What follows belongs to an exercise in optimizing a design on an open flow for small area, a short achievable clock period and few clock cycles per item; a production flow would make more cautious choices.
At most, simulation tests tie the RTL to the original design; equivalence was not proved.
Power and IR drop assume default switching activity.

==> flow/design.v <==
module glyph_rounder (
    input  wire       clk,
    input  wire       rst,         
    input  wire       in_valid,
    output wire       in_ready,
    input  wire [7:0] in_data,
    output wire       out_valid,
    input  wire       out_ready,
    output wire [7:0] out_data
);
    reg [7:0] a [0:7];
    reg [6:0] up;
    reg [2:0] kin;           
    reg [2:0] j;             
    reg       pend;          
    reg       newrow;        
    reg [5:0] acc;           
    reg       inv_p;         
    reg [7:0] obuf, skid;
    reg       ov, sv;
    reg       rdy;
    assign in_ready  = rdy;
    assign out_valid = ov;
    assign out_data  = obuf;
    wire do_upper = pend & ~sv;
    wire do_lower = in_valid & rdy;
    wire complete = do_lower & (kin == 3'd7);
    wire [2:0] pc = a[0][0] + a[0][1] + a[0][2] + a[0][3] +
                    a[0][4] + a[0][5] + a[0][6];
    wire [5:0] tot   = acc + {3'd0, pc};
    wire       inv_c = (tot > 6'd28);
    wire       first_cyc = newrow & (kin == 3'd0);    
    wire       inv = first_cyc ? inv_c : inv_p;
    wire [6:0] ctr = a[7][6:0];
    wire [6:0] dn  = (j == 3'd7) ? {7{inv}} : a[6][6:0];
    wire [6:0] upv = (j == 3'd0) ? {7{inv}} : up;
    wire [6:0] vx  = upv ^ dn;
    wire [8:0] hp  = {inv, ctr, inv};
    wire [6:0] res;
    genvar gx;
    generate
        for (gx = 0; gx < 7; gx = gx + 1) begin : g_col
            wire c = (hp[gx] ^ hp[gx + 2]) & vx[gx];
            assign res[gx] = c ? inv : ctr[gx];
        end
    endgenerate
    wire [7:0] row_out = {a[7][7], res};
    integer p;
    always @(posedge clk) begin
        if (do_lower)
            a[0] <= in_data;
        for (p = 1; p < 8; p = p + 1)
            if ((do_lower && p <= kin) || (do_upper && p > kin))
                a[p] <= a[p - 1];
        if (do_upper)
            up <= ctr;
        if (newrow) begin
            acc <= (kin == 3'd1) ? {3'd0, pc} : tot;
            if (kin == 3'd0)
                inv_p <= inv_c;
        end
    end
    wire       take   = ov & out_ready;
    wire       ofree  = ~ov | take;
    wire [2:0] kin_n  = kin + {2'd0, do_lower};
    wire [2:0] j_n    = j + {2'd0, do_upper};
    wire       pend_n = (pend & ~(do_upper & (j == 3'd7))) | complete;
    wire       sv_n   = ofree ? 1'b0 : (sv | do_upper);
    always @(posedge clk) begin
        if (ofree)
            obuf <= sv ? skid : row_out;
        else if (do_upper)
            skid <= row_out;
    end
    always @(posedge clk) begin
        if (rst) begin
            kin    <= 3'd0;
            j      <= 3'd0;
            pend   <= 1'b0;
            newrow <= 1'b0;
            ov     <= 1'b0;
            sv     <= 1'b0;
            rdy    <= 1'b1;
        end else begin
            kin    <= kin_n;
            j      <= j_n;
            pend   <= pend_n;
            newrow <= do_lower;
            ov     <= ofree ? (sv | do_upper) : 1'b1;
            sv     <= sv_n;
            rdy    <= ~pend_n | (j_n != kin_n) | ~sv_n;
        end
    end
endmodule
clock: 8.0 ns
lec_check: 0
cap_margin: 20
core_margin: 2
core_utilization: 40
place_density: 0.6
slew_margin: 20
run.sh (not shown) runs the stock make flow with config.mk's settings and CLKGATE_MAP_FILE= SYNTH_SCRIPT=/design/flow/synth_recipe.tcl, a recipe that flattens the netlist after the stock synthesis.
Testbench counts at the start, summed over its fixed seeds: cycles 25,672, items 3,200.
Edit:
--- a/flow/design.v
+++ b/flow/design.v
@@ -24,28 +24,37 @@
     assign out_data  = obuf;
     wire do_upper = pend & ~sv;
     wire do_lower = in_valid & rdy;
     wire complete = do_lower & (kin == 3'd7);
-    wire [2:0] pc = a[0][0] + a[0][1] + a[0][2] + a[0][3] +
-                    a[0][4] + a[0][5] + a[0][6];
-    wire [5:0] tot   = acc + {3'd0, pc};
+    reg  [2:0] pcr;
+    wire [2:0] pc_in = in_data[0] + in_data[1] + in_data[2] + in_data[3] +
+                       in_data[4] + in_data[5] + in_data[6];
+    wire [5:0] tot   = acc + {3'd0, pcr};
     wire       inv_c = (tot > 6'd28);
     wire       first_cyc = newrow & (kin == 3'd0);    
     wire       inv = first_cyc ? inv_c : inv_p;
     wire [6:0] ctr = a[7][6:0];
-    wire [6:0] dn  = (j == 3'd7) ? {7{inv}} : a[6][6:0];
-    wire [6:0] upv = (j == 3'd0) ? {7{inv}} : up;
-    wire [6:0] vx  = upv ^ dn;
-    wire [8:0] hp  = {inv, ctr, inv};
-    wire [6:0] res;
+    wire       top = (j == 3'd0);
+    wire       bot = (j == 3'd7);
+    wire [6:0] res0, res1;
     genvar gx;
     generate
         for (gx = 0; gx < 7; gx = gx + 1) begin : g_col
-            wire c = (hp[gx] ^ hp[gx + 2]) & vx[gx];
-            assign res[gx] = c ? inv : ctr[gx];
+            wire l0 = (gx == 0) ? 1'b0 : ctr[(gx == 0) ? 0 : gx - 1];
+            wire l1 = (gx == 0) ? 1'b1 : ctr[(gx == 0) ? 0 : gx - 1];
+            wire r0 = (gx == 6) ? 1'b0 : ctr[(gx == 6) ? 6 : gx + 1];
+            wire r1 = (gx == 6) ? 1'b1 : ctr[(gx == 6) ? 6 : gx + 1];
+            wire u0 = top ? 1'b0 : up[gx];
+            wire u1 = top ? 1'b1 : up[gx];
+            wire d0 = bot ? 1'b0 : a[6][gx];
+            wire d1 = bot ? 1'b1 : a[6][gx];
+            wire c0 = (l0 ^ r0) & (u0 ^ d0);
+            wire c1 = (l1 ^ r1) & (u1 ^ d1);
+            assign res0[gx] = ctr[gx] & ~c0;
+            assign res1[gx] = ctr[gx] | c1;
         end
     endgenerate
-    wire [7:0] row_out = {a[7][7], res};
+    wire [7:0] row_out = {a[7][7], inv ? res1 : res0};
     integer p;
     always @(posedge clk) begin
         if (do_lower)
             a[0] <= in_data;
@@ -53,10 +62,11 @@
             if ((do_lower && p <= kin) || (do_upper && p > kin))
                 a[p] <= a[p - 1];
         if (do_upper)
             up <= ctr;
+        pcr <= pc_in;
         if (newrow) begin
-            acc <= (kin == 3'd1) ? {3'd0, pc} : tot;
+            acc <= (kin == 3'd1) ? {3'd0, pcr} : tot;
             if (kin == 3'd0)
                 inv_p <= inv_c;
         end
     end
Effect:
- global-route usage rose by 0.27 points
- setup slack improved by 1.7 ns
- total power rose by 12%
- combinational power went down by about 6%
- core utilization rises by 0.69 points
- critical path depth shrinks by 5
- sequential power rose by 4.0%
- cell area increases by 7.3%
- count of clock-buffer cells in the layout drops by 2
- synthesized cell count increases by 17%
- maximum frequency came out higher by 45%
- hold slack stays flat
Only the layout flow was run in the second run of this note; the RTL was not checked for function there.

[port drivers added, routing unchanged]
How much do the figures lean on ideal ports? The routed layouts below were timed once more, with nothing changed but the port constraints. Step 1 (the two cells are an assumption about what drives the block):
set clk [get_ports {clk}]
set_driving_cell -lib_cell sky130_fd_sc_hd__clkbuf_16 $clk
set_driving_cell -lib_cell sky130_fd_sc_hd__buf_2 [delete_from_list [all_inputs] $clk]
Step 2 moves the port delays by t, midway between the first and last clock arrival at a register: inputs arrive t later, outputs are due t later. That takes back most of the time a late clock gives input paths. Slacks: ideal / step 1 / step 2; pairs: ideal / step 1.
run | t (ns) | setup slack, ns | latest minus earliest clock arrival (ns) | worst register clock-pin slew, ns | pins driven straight from the clock port
the first run | 0.392 | 2.516 / 2.516 / 2.516 | 0.016 / 0.016 | 0.10 / 0.10 | 1
the second run | 0.388 | 4.219 / 4.234 / 3.846 | 0.008 / 0.008 | 0.08 / 0.08 | 1
After both steps setup and hold are still met in every run listed. The setup slack of the second run, which loses most, moves by +0.015 ns with the drivers and by -0.373 ns with both steps.
